Source: an optimization exercise on an open RTL-to-GDS flow (aim: small area, a short achievable clock period and few clock cycles per item). Production flows keep margins and buffers that such runs may drop.
Function was checked by simulation only, so behaviour that the tests miss may differ from the original.
No activity file was given, so power comes from the tool's default toggle rates.

Setup of sierra:
==> flow/design.v (excerpt) <==
module doc4_top (
    input  wire         clk,
    input  wire         rst,
    input  wire         in_valid,
    output wire         in_ready,
    input  wire [3:0]   op,
    input  wire [127:0] va,
    input  wire [7:0]   pa,
    input  wire [7:0]   ba,
    input  wire [7:0]   bb,
    output reg          out_valid,
    output reg  [127:0] vz,
    output reg  [7:0]   pz,
    output reg  [7:0]   bz,
    output reg  [7:0]   cz,
    output reg  [7:0]   st
);
For scale: ~3400 cells after synthesis, roughly 490 flip-flops.
clock: 22.0 ns
lec_check: 0
cap_margin: 20
core_margin: 2
core_utilization: 40
cts_cluster_diameter: 120
cts_cluster_size: 24
slew_margin: 20
standard.sh (not shown) runs the stock make flow with config.mk's settings and CLKGATE_MAP_FILE= SYNTH_SCRIPT=/design/flow/synth_recipe.tcl, a recipe that flattens the netlist after the stock synthesis.
==> flow/flow/run.sh <==
#!/bin/bash
# Standard layout with two changes to how it is made:
#  - ORFS's timing repair aims at a 5.4 ns period (setup margin 16.6 ns on
#    the 22 ns clock) rather than at the clock period;
#  - ports are buffered with sky130_fd_sc_hd__buf_1 (timing repair sizes
#    them up where needed) instead of the delay cell buffer_ports picks.
set -euo pipefail
bash standard.sh SETUP_SLACK_MARGIN=16.6 \
    "BUFFER_PORTS_ARGS=-buffer_cell sky130_fd_sc_hd__buf_1" finish > standard.log 2>&1
sierra ran to completion and came out clean on the timing, DRC and antenna checks.
Testbench counts of sierra, summed over its fixed seeds: cycles 24,016, items 24,000.
Inputs modified between sierra and willow:
==> flow/flow/run.sh <==
#!/bin/bash
# Standard layout with two changes to how it is made:
#  - ORFS's timing repair aims at a 5.6 ns period (setup margin 16.4 ns on
#    the 22 ns clock) rather than at the clock period;
#  - ports are buffered with sky130_fd_sc_hd__buf_1 (timing repair sizes
#    them up where needed) instead of the delay cell buffer_ports picks.
set -euo pipefail
bash standard.sh SETUP_SLACK_MARGIN=16.4 \
    "BUFFER_PORTS_ARGS=-buffer_cell sky130_fd_sc_hd__buf_1" finish > standard.log 2>&1
Final cycle utilization of the critical path, sierra and willow: larger value in willow. Between sierra and willow, share of power burned in combinational logic decreased. As far as final routed wirelength across all metal layers is concerned, willow and sierra perform about the same. Est. power | willow vs sierra | willow lower. Total of cells resized after clock tree synthesis ends up lower on willow.
Input-level comparison between zinc and willow:
# willow
export LEC_CHECK = 0
export CAP_MARGIN = 20
export CORE_MARGIN = 2
export CORE_UTILIZATION = 40
export CTS_CLUSTER_DIAMETER = 120
export CTS_CLUSTER_SIZE = 24
export SLEW_MARGIN = 20
create_clock -name core_clock -period 22.0 [get_ports {clk}]
# zinc
export LEC_CHECK = 0
export CAP_MARGIN = 20
export CORE_MARGIN = 2
export CORE_UTILIZATION = 50
export CTS_CLUSTER_DIAMETER = 120
export CTS_CLUSTER_SIZE = 24
export SLEW_MARGIN = 20
create_clock -name core_clock -period 22.0 [get_ports {clk}]
==> comparison <==
Compared with willow, zinc shows global-route usage higher by 8.4 points.
Relative to willow, the final clock skew of zinc is lower by 0.0095 ns.
Compared with willow, in zinc overall routed net length rose by 6.1%, post-route core utilization went up.

* * *

yarrow:
doc4_top, a different RTL version from the one above (not shown whole).
For scale: ~3900 cells after synthesis, roughly 0.034 mm² of cells after synthesis.
Design doc4_top, start of the top module:
module doc4_top (
    input  wire         clk,
    input  wire         rst,
    input  wire         in_valid,
    output wire         in_ready,
    input  wire [3:0]   op,
    input  wire [127:0] va,
    input  wire [7:0]   pa,
    input  wire [7:0]   ba,
    input  wire [7:0]   bb,
    output reg          out_valid,
    output reg  [127:0] vz,
    output reg  [7:0]   pz,
    output reg  [7:0]   bz,
    output reg  [7:0]   cz,
    output reg  [7:0]   st
);
==> flow/config.mk <==
export PLATFORM = sky130hd
export DESIGN_NAME = doc4_top
export DESIGN_NICKNAME = doc4_top
export VERILOG_FILES = /design/flow/design.v
export SDC_FILE = /design/flow/constraint.sdc
export NUM_CORES = 4
export LEC_CHECK = 0
export CAP_MARGIN = 20
export CORE_MARGIN = 2
export CORE_UTILIZATION = 40
export CTS_CLUSTER_DIAMETER = 150
export CTS_CLUSTER_SIZE = 30
export SLEW_MARGIN = 20
==> flow/constraint.sdc <==
create_clock -name core_clock -period 22.0 [get_ports {clk}]
set_input_delay 4.4000 -clock core_clock [delete_from_list [all_inputs] [get_ports {clk}]]
set_output_delay 4.4000 -clock core_clock [all_outputs]
set_load 0.01 [all_outputs]
==> flow/flow/run.sh <==
#!/bin/bash
# Standard layout with two changes to how it is made:
#  - ORFS's timing repair aims at a 5.4 ns period (setup margin 16.6 ns on
#    the 22 ns clock) rather than at the clock period;
#  - ports are buffered with sky130_fd_sc_hd__buf_1 (timing repair sizes
#    them up where needed) instead of the delay cell buffer_ports picks.
set -euo pipefail
bash standard.sh SETUP_SLACK_MARGIN=16.6 \
    "BUFFER_PORTS_ARGS=-buffer_cell sky130_fd_sc_hd__buf_1" finish > standard.log 2>&1
yarrow: full flow OK, the timing, DRC and antenna checks passed
Testbench counts of yarrow, summed over its fixed seeds: cycles 24,016, items 24,000.
Input changes introduced in pepper (baseline for comparison: yarrow):
- removing CTS_CLUSTER_SIZE (formerly 30)
- removing CTS_CLUSTER_DIAMETER (formerly 150)
Results
- pepper: no failed stages, no open violations at the end
- yarrow vs pepper, most common cell after layout, fill and taps aside: sky130_fd_sc_hd__dfxtp_1 vs sky130_fd_sc_hd__ha_1
- Higher number of cells upsized or downsized after cts among pepper and yarrow: pepper
- Setup slack in pepper is 14 ps above yarrow.
- Non-filler instance count after layout ended up 61 higher on pepper than on yarrow.
- Re share of the synthesized netlist area taken by xor and xnor gates: no difference whatsoever between pepper and yarrow.
- pepper against yarrow; clock buffer count in the final layout is up by more than 100%.
- The run with more routed wire is pepper, not yarrow.
- Relative to yarrow, number of buffers inserted during clock tree synthesis increased by 28 in pepper.
### pepper -> maple
- CORE_UTILIZATION: 40 -> 60
==> flow/run.sh (new file) <==
#!/bin/bash
# synth_recipe.tcl (not shown) runs the flow's synth.tcl, then flattens the netlist and writes it again
# the make line also repeats each setting of config.mk as NAME=value (left out here)
make -C /OpenROAD-flow-scripts/flow DESIGN_CONFIG=/design/flow/config.mk WORK_HOME=/design/flow/orfs CLKGATE_MAP_FILE= SYNTH_SCRIPT=/design/flow/synth_recipe.tcl finish
removed: flow/flow/run.sh
removed: flow/standard.sh
==> summary.txt <==
The filler cell count in the final layout reported for maple is smaller than that of pepper by about 50%.
Sequential share of layout area delta for maple relative to pepper: 0.48 points lower
Compared to pepper, maple has hold slack 16 ps higher.
Relative to pepper, first-iteration DRC count has gone up in maple.
Relative to pepper, total global routing track utilization increased by 15 points in maple.
| static leakage | pepper vs maple | ≈ equal |
Of the two values seen for library cell contributing the largest single delay on the critical path, sky130_fd_sc_hd__dfxtp_2 was produced by pepper and sky130_fd_sc_hd__dfxtp_4 by maple.

-- re-timing with driven ports --
The flow's constraints put no driver on any port. The routed layouts listed below were extracted and timed again, unchanged, in two steps. Step 1: set_driving_cell puts a clkbuf_16 on clk and a buf_2 on each other input, an assumption about the parent block. Step 2 also shifts input and output timing later by t, the mid clock arrival at the registers, as if the neighbouring blocks saw the same clock. Three values: no drivers, after step 1, after step 2; two values: the first two.
| run | shift t [ns] | setup WS [ns] | clock arrival spread, ns | cell pins on the clock port's net |
|---|---|---|---|---|
| sierra | 0.680 | 16.521 / 16.452 / 16.417 | 0.030 / 0.030 | 1 |
| willow | 0.679 | 16.476 / 16.407 / 16.408 | 0.033 / 0.033 | 1 |
| zinc | 0.657 | 16.478 / 16.415 / 16.417 | 0.019 / 0.020 | 1 |
| yarrow | 0.673 | 16.521 / 16.453 / 16.654 | 0.042 / 0.043 | 1 |
| pepper | 0.673 | 16.535 / 16.472 / 16.661 | 0.025 / 0.026 | 1 |
| maple | 0.678 | 15.210 / 15.210 / 15.210 | 0.023 / 0.022 | 1 |
After both steps every run listed still meets setup and hold. For sierra, which loses most, drivers alone change the setup slack by -0.069 ns; drivers and shift together by -0.104 ns.
